Context: an optimization exercise on an open-source flow, tuned for small area, a short achievable clock period and few clock cycles per item. The choices shown serve that exercise and are no tape-out recipe. Function was checked by simulation only, so behaviour that the tests miss may differ from the original.

==> flow/design.v, too long to show whole: its modules and the start of the top module <==
// module isg_extract: 739 lines
// module isg_sched: 68 lines
// module csa_row: 758 lines
// module csa_mac: 368 lines
module isg_extract (
    input  wire        clk,
    input  wire        rst,         
    input  wire        cfg_we,
    input  wire [5:0]  cfg_addr,
    input  wire [5:0]  cfg_pos,
    input  wire [6:0]  npos,        
    input  wire [31:0] qstep,       
    input  wire        variant,     
    input  wire        in_valid,
    input  wire [7:0]  in_data,
    output wire        in_ready,
    output reg         done,
    output reg  [63:0] bits_out
);
  // ...
==> flow/run.sh <==
#!/bin/bash
# synth_recipe.tcl (not shown) runs the flow's synth.tcl, then flattens the netlist and writes it again
# the make line also repeats each setting of config.mk as NAME=value (left out here)
make -C /OpenROAD-flow-scripts/flow DESIGN_CONFIG=/design/flow/config.mk WORK_HOME=/design/flow/orfs CLKGATE_MAP_FILE= SYNTH_SCRIPT=/design/flow/synth_recipe.tcl finish
==> flow/config.mk <==
export PLATFORM = sky130hd
export DESIGN_NAME = isg_extract
export DESIGN_NICKNAME = isg_extract
export VERILOG_FILES = /design/flow/design.v
export SDC_FILE = /design/flow/constraint.sdc
export NUM_CORES = 4
export LEC_CHECK = 0
export ABC_CLOCK_PERIOD_IN_PS = 4000
export CAP_MARGIN = 20
export CORE_MARGIN = 2
export CORE_UTILIZATION = 40
export PLACE_DENSITY = 0.6
export SLEW_MARGIN = 20
==> flow/constraint.sdc <==
create_clock -name core_clock -period 13.0 [get_ports {clk}]
set_input_delay 2.6000 -clock core_clock [delete_from_list [all_inputs] [get_ports {clk}]]
set_output_delay 2.6000 -clock core_clock [all_outputs]
set_load 0.01 [all_outputs]
==> run_results.csv, run 1 <==
group,metric,value,unit
run_status,status,"timing/DRC/antenna clean",
critical_path,cp_common_cell,"o21ai_1",
critical_path,crit-reg2reg-capture,"accv[41]",
logic_synthesis,ys_top_cells_by_area,"dfxtp_1, edfxtp_1, fa_1",
logic_synthesis,synth_ff_type,"dfxtp_1",
logic_synthesis,yosys-top-cells-count,"dfxtp_1, inv_1, edfxtp_1",
timing,timing.final.max_slew_violations,0,
placement,dp_slack,7290,ps
critical_path,r2r_cells,18,
drt,wl_per_cell,19.6,microns
global_routing,grt_usage,0.185,
layout,area_delta_synth_final,12.1,%
placement,post_dp_cell_area,110000,sq um
clocking,worstSkewPairLatency,920,ps
drt,vias_per_cell,5.14,
layout,regMostFlops,"ringv",
critical_path,crit_arrival,6250,ps
logic_synthesis,synth_area_per_cell,11.5,sq um
critical_path,path_buf_inv,1,
critical_path,crit_cells,18,
critical_path,cp_top_family,"compound AO/OA/AOI/OAI gates",
layout,multi_input_area,48400,sq um
logic_synthesis,synth_most_common_cell,"dfxtp_1",
layout,buf_share,0.0149,
logic_synthesis,synthArstFlopShare,0,
logic_synthesis,yosysUniqueCellTypes,95,
timing,setup_viol,0,
placement,dp_cells,12495,
hold_path,hp-start,"ringv[176]",
clocking,ctsLongestPathBuffers,4,
layout,fillers,23951,
layout,mostFrequentLayoutCells,"dfxtp_1, inv_1, edfxtp_1, ha_1, xnor2_1",
hold_path,whs_endpoint,"ringv[184]",
critical_path,cp_max_fo,36,
Testbench counts, summed over its fixed seeds: cycles 26,066, items 320.
==> run 2, diff against run 1 <==
--- a/flow/config.mk
+++ b/flow/config.mk
@@ -5,7 +5,6 @@
 export SDC_FILE = /design/flow/constraint.sdc
 export NUM_CORES = 4
 export LEC_CHECK = 0
-export ABC_CLOCK_PERIOD_IN_PS = 4000
 export CAP_MARGIN = 20
 export CORE_MARGIN = 2
 export CORE_UTILIZATION = 40
==> run_results.csv, run 2 <==
group,metric,value,unit
run_status,status,"timing/DRC/antenna clean",
placement,port_buffers,129,
timing,hold_viol_final,0,
logic_synthesis,synth_nets,10363,
global_routing,antenna_found_initial,11,
critical_path,r2r_slack,7560,ps
critical_path,cp_max_fo,36,
logic_synthesis,synth-edff-count,607,
logic_synthesis,synthArstFlopShare,0,
clocking,cts-buffers-inserted,235,
placement,dp_cells,12495,
logic_synthesis,synth_most_common_cell,"dfxtp_1",
timing,whs,267,ps
global_routing,grt_start_max_net_pins,78,
timing,max_freq,184,MHz
logic_synthesis,synth_seq_cells,2318,
layout,fillers,23951,
logic_synthesis,post-synth-top-area-cell,"dfxtp_1",
drt,routed_wl,253000,microns
layout,area_delta_synth_final,12.1,%
critical_path,crit-reg2reg-capture,"accv[41]",
die,fp.dieW,518,microns
critical_path,crit_required,13810,ps
global_routing,grt_pass1_vias,68276,
layout,reg_top3,"ringv (512), pos_tab (384), accv (352)",
layout,regMostFlops,"ringv",
logic_synthesis,syn_inst,9227,
placement,gp_congestion,0.904,
clocking,ctsLongestPathBuffers,4,
drt,drc,0,
critical_path,path_class,"flop to flop",
global_routing,grt_overflow,0,
hold_path,min_path_type,"flop to flop",
clocking,root_buffer,"clkbuf_16",
clocking,cts.sinks,2318,
clocking,postCtsHoldBufs,0,
timing,rsz0062_at_grt,"false",
critical_path,crit_path_start_kind,"flop",
timing,fin_crit,5440,ps
layout,mostFrequentLayoutCells,"dfxtp_1, inv_1, edfxtp_1, ha_1, xnor2_1",
clocking,cts_tree,"done",
layout,layout_commonest_cell,"dfxtp_1",
drt,ant_nets,0,
logic_synthesis,ys_warn_count,2,
critical_path,end_kind,"flop",
clocking,ctsResizeCount,0,
global_routing,grt_first_pass_wirelength,395000,microns
clocking,post_cts_buffers,0,
hold_path,hp-start,"ringv[176]",
die,rows,188,
drt,drt_iter0_markers,4647,
die,coreArea,263000,sq um
layout,drive_above_1_share,0.0732,
global_routing,grt_usage,0.185,
timing,skew,68.7,ps
logic_synthesis,yosys-top-cells-count,"dfxtp_1, inv_1, edfxtp_1",
die,ios,130,
logic_synthesis,ys_top_cells_by_area,"dfxtp_1, edfxtp_1, fa_1",
critical_path,crit_arrival,6250,ps
clocking,cts_max_level,4,
timing,tns,0,ps
run,drv_cap,0,
layout,largest_reg_flops,512,
hold_path,whs_endpoint,"ringv[184]",
layout,multi_input_area,48400,sq um
clocking,clk_pin_slew_worst_paths,60,ps
placement,hpwl,182000,microns
logic_synthesis,synth_top_area_share,0.324,
critical_path,r2r_cells,18,
logic_synthesis,synth_ff_type,"dfxtp_1",
timing,timing.final.max_slew_violations,0,
drt,route.met2.wl,117000,microns
drt,wl_met3,14700,microns
drt,vias_per_cell,5.14,
layout,stdcell_count,12934,
timing,setup_viol,0,
logic_synthesis,yosysUniqueCellTypes,95,
timing,period_share,0.418,
drt,topRoutingLayerUsed,"met4",
drt,route.vias.total,66469,
layout,regArea,52500,sq um
die,start_util,0.402,
die,die_h,518,microns
layout,fin_nets,10353,
logic_synthesis,netlist_area,106000,sq um
drt,wl_per_cell,19.6,microns
critical_path,reg2reg_from,"m_x[2]",
drt,dr.pass1.iters,6,
critical_path,crit_start,"m_x[2]",
clocking,worstSkewPairLatency,920,ps
die,die_area,268000,sq um
logic_synthesis,synth_area_per_cell,11.5,sq um
logic_synthesis,yosysSeqAreaShare,0.496,
timing,tightest_slew,1140,ps
hold_path,hold_path_depth,0,
timing,slew_headroom,0.236,
drt,wl_met1,112000,microns
## run 2: cell counts after synthesis
No cell type changed its count.
## run 2: layout make-up
type                            count  share of cell area
Sequential cell                  2318               0.443
Tap cell                         3515              0.0371
Antenna cell                       10            0.000211
Multi-Input combinational cell   5602               0.408
Clock buffer                      314              0.0565
Inverter                          870              0.0276
Clock inverter                    115              0.0122
Timing Repair Buffer              190              0.0149
## run 2: worst max-delay path by stage
| stage | endpoint | slack, ps |
|---|---|---|
| after floorplan | dq | 7640 |
| after global placement | pleft[0] | 7290 |
| after detailed placement | pleft[2] | 7290 |
| after CTS | accv[41] | 7460 |
| after global routing | accv[41] | 7200 |
| final | accv[41] | 7560 |
## run 2: cells by family (layout without fill, tap and decap cells)
family | Yosys count | count (layout) | share of synthesized area
flip-flops | 2318 | 2318 | 0.496
AO/OA/AOI/OAI | 1847 | 1847 | 0.115
other | 1 | 11 | 0.0000355
buffers and inverters | 1307 | 1489 | 0.0466
multiplexers | 239 | 239 | 0.0381
AND/OR/NAND/NOR | 1550 | 1550 | 0.0673
XOR/XNOR | 893 | 893 | 0.0740
adder cells (fa/ha/maj) | 1072 | 1072 | 0.163
## run 2: through the flow
stage	utilization	cell area (sq um)	setup WS, ps
6_report	0.451	119000	7560
5_1_grt	0.451	119000	7200
3_5_place_dp	0.420	110000	7290
2_1_floorplan	-	106000	7640
3_3_place_gp	0.420	110000	7290
4_1_cts	0.451	118000	7460
## run 2: critical path, stage by stage (launching register included)
cell and delay (ps):
dfxtp_1 310, or3_1 560, buf_4 330, and2_1 220, ha_1 270, ha_1 230, fa_1 480, a21o_1 180
a21oi_1 280, o21ai_1 150, a2111o_1 420, a41oi_2 290, o21ai_1 230, o21ai_1 360, o31ai_1 240, a31o_2 290
a21o_1 170, a21oi_1 160, xnor2_1 140
## run 2: metal layers
layer / GRT usage / vias up
met4: 0.0698 / 0
met5: 0 / -
met3: 0.0282 / 498
met1: 0.248 / 32567
met2: 0.301 / 2024
li1: - / 31380

-- separate check: timing with driven ports --
No port has a modelled driver above. Below, the same layouts with a new extraction and two added sets of constraints.
Step 1: set_driving_cell puts a clkbuf_16 on clk and a buf_2 on each other input, an assumption about the parent block.
Step 2 times the ports against the registers' clock, not the clock port: input delays grow and output delays shrink by t, the midpoint of the rising clock arrivals with the driver on.
a / b / c = no drivers / after step 1 / after step 2; a / b = the first two.
run	t, ns	setup WS [ns]	hold slack, ns
run 1	0.965	7.561 / 7.561 / 7.251	0.267 / 0.267 / 0.267
run 2	0.965	7.561 / 7.561 / 7.251	0.267 / 0.267 / 0.267
After both steps every run listed still meets setup and hold.
